Context: an optimization exercise on an open-source flow, tuned for small area, a short achievable clock period and few clock cycles per item. The choices shown serve that exercise and are no tape-out recipe. Only simulation tests tie the RTL to the original design; equivalence was not proved. Power and IR drop assume default switching activity.

==> flow/design.v <==
module mc_cf (
    input  wire       p3,
    input  wire       p2,
    input  wire       p0,
    input  wire [7:0] a,
    input  wire [7:0] b,
    output wire [7:0] y
);
    wire [7:0] u = p3 ? b : a;
    wire [7:0] v = p2 ? b : a;
    wire [7:0] w = p0 ? a : b;
    wire [10:0] sum = {2'b00, u, 1'b0} + {3'b000, v} + {3'b000, w} + 11'd2;
    assign y = sum[9:2];
endmodule
module b2bdu_mc_c (
    input  wire       clk,
    input  wire       rst,         
    input  wire       in_valid,
    output wire       in_ready,
    input  wire [7:0] in_pix,      
    input  wire [1:0] in_px,       
    input  wire [1:0] in_py,       
    output wire       out_valid,
    input  wire       out_ready,
    output wire [7:0] out_pix      
);
    reg  [3:0] col, row;           
    reg  [7:0] cur, prev;
    reg        p_v;                
    reg        p_h;                
    reg        p_o;                
    reg        x3, x2, x0;         
    reg  [1:0] py;                 
    reg  [7:0] hu;
    reg        h_v;                
    reg        h_o;                
    reg        hy3, hy2, hy0;      
    reg  [7:0] lb [0:7];           
    reg  [7:0] o_pix, s_pix;
    reg        o_v, s_v;
    reg        rdy;
    assign in_ready  = rdy;
    assign out_valid = o_v;
    assign out_pix   = o_pix;
    wire in_fire = in_valid & rdy;
    wire pop     = o_v & out_ready;
    wire h_go    = h_v & ~s_v;             
    wire h_free  = ~h_v | ~s_v;            
    wire p_go    = p_v & h_free;           
    wire push    = h_go & h_o;
    wire [7:0] u, d;
    mc_cf u_h (.p3(x3),  .p2(x2),  .p0(x0),  .a(prev),  .b(cur), .y(u));
    mc_cf u_v (.p3(hy3), .p2(hy2), .p0(hy0), .a(lb[7]), .b(hu),  .y(d));
    wire p_v_n = in_fire | (p_v & ~p_go);
    wire h_v_n = (p_go & p_h) | (h_v & ~h_go);
    wire s_v_n = s_v ? ~pop : (o_v & ~pop & push);
    wire o_v_n = s_v | push | (o_v & ~pop);
    wire [3:0] col_inc = (col == 4'd8) ? 4'd0 : col + 4'd1;
    wire [3:0] row_inc = (col != 4'd8) ? row : (row == 4'd8) ? 4'd0 : row + 4'd1;
    integer k;
    always @(posedge clk) begin
        if (rst) begin
            col   <= 4'd0;
            row   <= 4'd0;
            p_v   <= 1'b0;
            h_v   <= 1'b0;
            o_v   <= 1'b0;
            s_v   <= 1'b0;
            rdy   <= 1'b1;
        end else begin
            if (in_fire) begin
                col   <= col_inc;
                row   <= row_inc;
            end
            p_v <= p_v_n;
            h_v <= h_v_n;
            o_v <= o_v_n;
            s_v <= s_v_n;
            rdy <= ~p_v_n | ~h_v_n | ~s_v_n;
        end
    end
    always @(posedge clk) begin
        if (in_fire) begin
            cur  <= in_pix;
            prev <= cur;
            p_h  <= (col != 4'd0);
            p_o  <= (row != 4'd0);
            if (col == 4'd0 && row == 4'd0) begin
                x3 <= (in_px == 2'd3);
                x2 <= (in_px == 2'd2);
                x0 <= (in_px == 2'd0);
                py <= in_py;
            end
        end
        if (p_go & p_h) begin
            hu  <= u;
            h_o <= p_o;
            hy3 <= (py == 2'd3);
            hy2 <= (py == 2'd2);
            hy0 <= (py == 2'd0);
        end
        if (h_go) begin
            lb[0] <= hu;
            for (k = 1; k < 8; k = k + 1)
                lb[k] <= lb[k - 1];
        end
        if (pop | ~o_v)
            o_pix <= s_v ? s_pix : d;
        if (~s_v)
            s_pix <= d;
    end
endmodule
make LEC_CHECK=0 CAP_MARGIN=20 CORE_MARGIN=2 CORE_UTILIZATION=40 PLACE_DENSITY=0.6 SLEW_MARGIN=20 finish   # period 15.0 ns
run.sh (not shown) runs the stock make flow with config.mk's settings and CLKGATE_MAP_FILE= SYNTH_SCRIPT=/design/flow/synth_recipe.tcl, a recipe that flattens the netlist after the stock synthesis.
Testbench counts at the start, summed over its fixed seeds: cycles 38,896, blocks 480.
Change:
--- a/flow/config.mk
+++ b/flow/config.mk
@@ -10,0 +11,2 @@
+export CTS_BUF_LIST = sky130_fd_sc_hd__clkbuf_4 sky130_fd_sc_hd__clkbuf_8
+export CTS_CLUSTER_SIZE = 30
Clock skew stays flat.
Worst hold slack hardly moves.
First-iteration DRC count fell by 5.8%.
Sequential share of layout area rose by 1.5 points.
Clock power fell by 23%.

Setup of run a:
b2bdu_mc_c, a different RTL version from the one above (not shown whole).
For scale: ~360 cells after synthesis, about 130 flip-flops, ~26 I/O pins, roughly 0.0055 mm² of cells after synthesis.
==> flow/config.mk <==
export PLATFORM = sky130hd
export DESIGN_NAME = b2bdu_mc_c
export DESIGN_NICKNAME = b2bdu_mc_c
export VERILOG_FILES = /design/flow/design.v
export SDC_FILE = /design/flow/constraint.sdc
export NUM_CORES = 4
export LEC_CHECK = 0
export CAP_MARGIN = 20
export CORE_MARGIN = 2
export CORE_UTILIZATION = 40
export PLACE_DENSITY = 0.6
export SLEW_MARGIN = 20
==> flow/constraint.sdc <==
create_clock -name core_clock -period 15.0 [get_ports {clk}]
set_input_delay 3.0000 -clock core_clock [delete_from_list [all_inputs] [get_ports {clk}]]
set_output_delay 3.0000 -clock core_clock [all_outputs]
set_load 0.01 [all_outputs]
standard.sh (not shown) runs the stock make flow with config.mk's settings and CLKGATE_MAP_FILE= SYNTH_SCRIPT=/design/flow/synth_recipe.tcl, a recipe that flattens the netlist after the stock synthesis.
==> flow/flow/run.sh <==
#!/bin/bash
set -euo pipefail
export BUFFER_PORTS_ARGS="-buffer_cell sky130_fd_sc_hd__buf_1"
export CTS_ARGS="-sink_clustering_enable -repair_clock_nets -dont_use_dummy_load -sink_clustering_size 30 -buf_list sky130_fd_sc_hd__clkbuf_8"
bash standard.sh > standard.log 2>&1
Both conditions hold for run a: the flow ran to the end and the final layout passed the timing, DRC and antenna checks.
Testbench counts of run a, summed over its fixed seeds: cycles 38,896, blocks 480.
## Diff of input files: run b against run a
- setting ABC_AREA to 1 for the first time
### Flow results
Compare run a and run b | total length of routed wires lower: run a
Taking run a as the reference, in run b share of synthesized area spent on multiplexers decreased 9.7 points; hold slack essentially unchanged; power consumption increased about 1.2%; effective utilization at floorplan lost 0.38 points.
In the flow results for run a and run b, the number of standard cells in the layout, taps in and fillers out is smaller on run a.
Per the comparison of run b with run a, clock network fraction of design power now sits higher, routed length per placed instance has decreased.
A launch point of the critical path of o_v is what run a shows, while o_pix[5] belongs to run b.
| final layout net count | higher: run b |
Between run b and run a, the clock power does not differ in any meaningful way.
Comparing endpoint arrival time on the critical path for run a and run b, the smaller number came from run b.

[port drivers added, routing unchanged]
In the flow no input, the clock included, has a driving cell. The finished layouts below were timed again as built, in two steps.
Step 1 sets driving cells, clkbuf_16 on the clock port and buf_2 on the other inputs (assumed; they add their load-dependent delay and slew).
Step 2 times the ports against the registers' clock, not the clock port: input delays grow and output delays shrink by t, the midpoint of the rising clock arrivals with the driver on.
Slacks: ideal / step 1 / step 2; pairs: ideal / step 1.
| run | t, ns | setup slack, ns | worst setup path after step 2 | latest minus earliest clock arrival (ns) |
|---|---|---|---|---|
| the first run of note 1 | 0.452 | 10.161 / 10.178 / 9.726 | input to register | 0.007 / 0.007 |
| the second run of note 1 | 0.463 | 10.191 / 10.204 / 9.741 | input to register | 0.011 / 0.010 |
| run a | 0.454 | 11.021 / 10.988 / 10.959 | input to register | 0.024 / 0.024 |
| run b | 0.462 | 11.063 / 11.027 / 11.188 | input to register | 0.023 / 0.023 |
After both steps setup and hold are still met in every run listed. The setup slack of the second run of note 1, which loses most, moves by +0.013 ns with the drivers and by -0.450 ns with both steps.
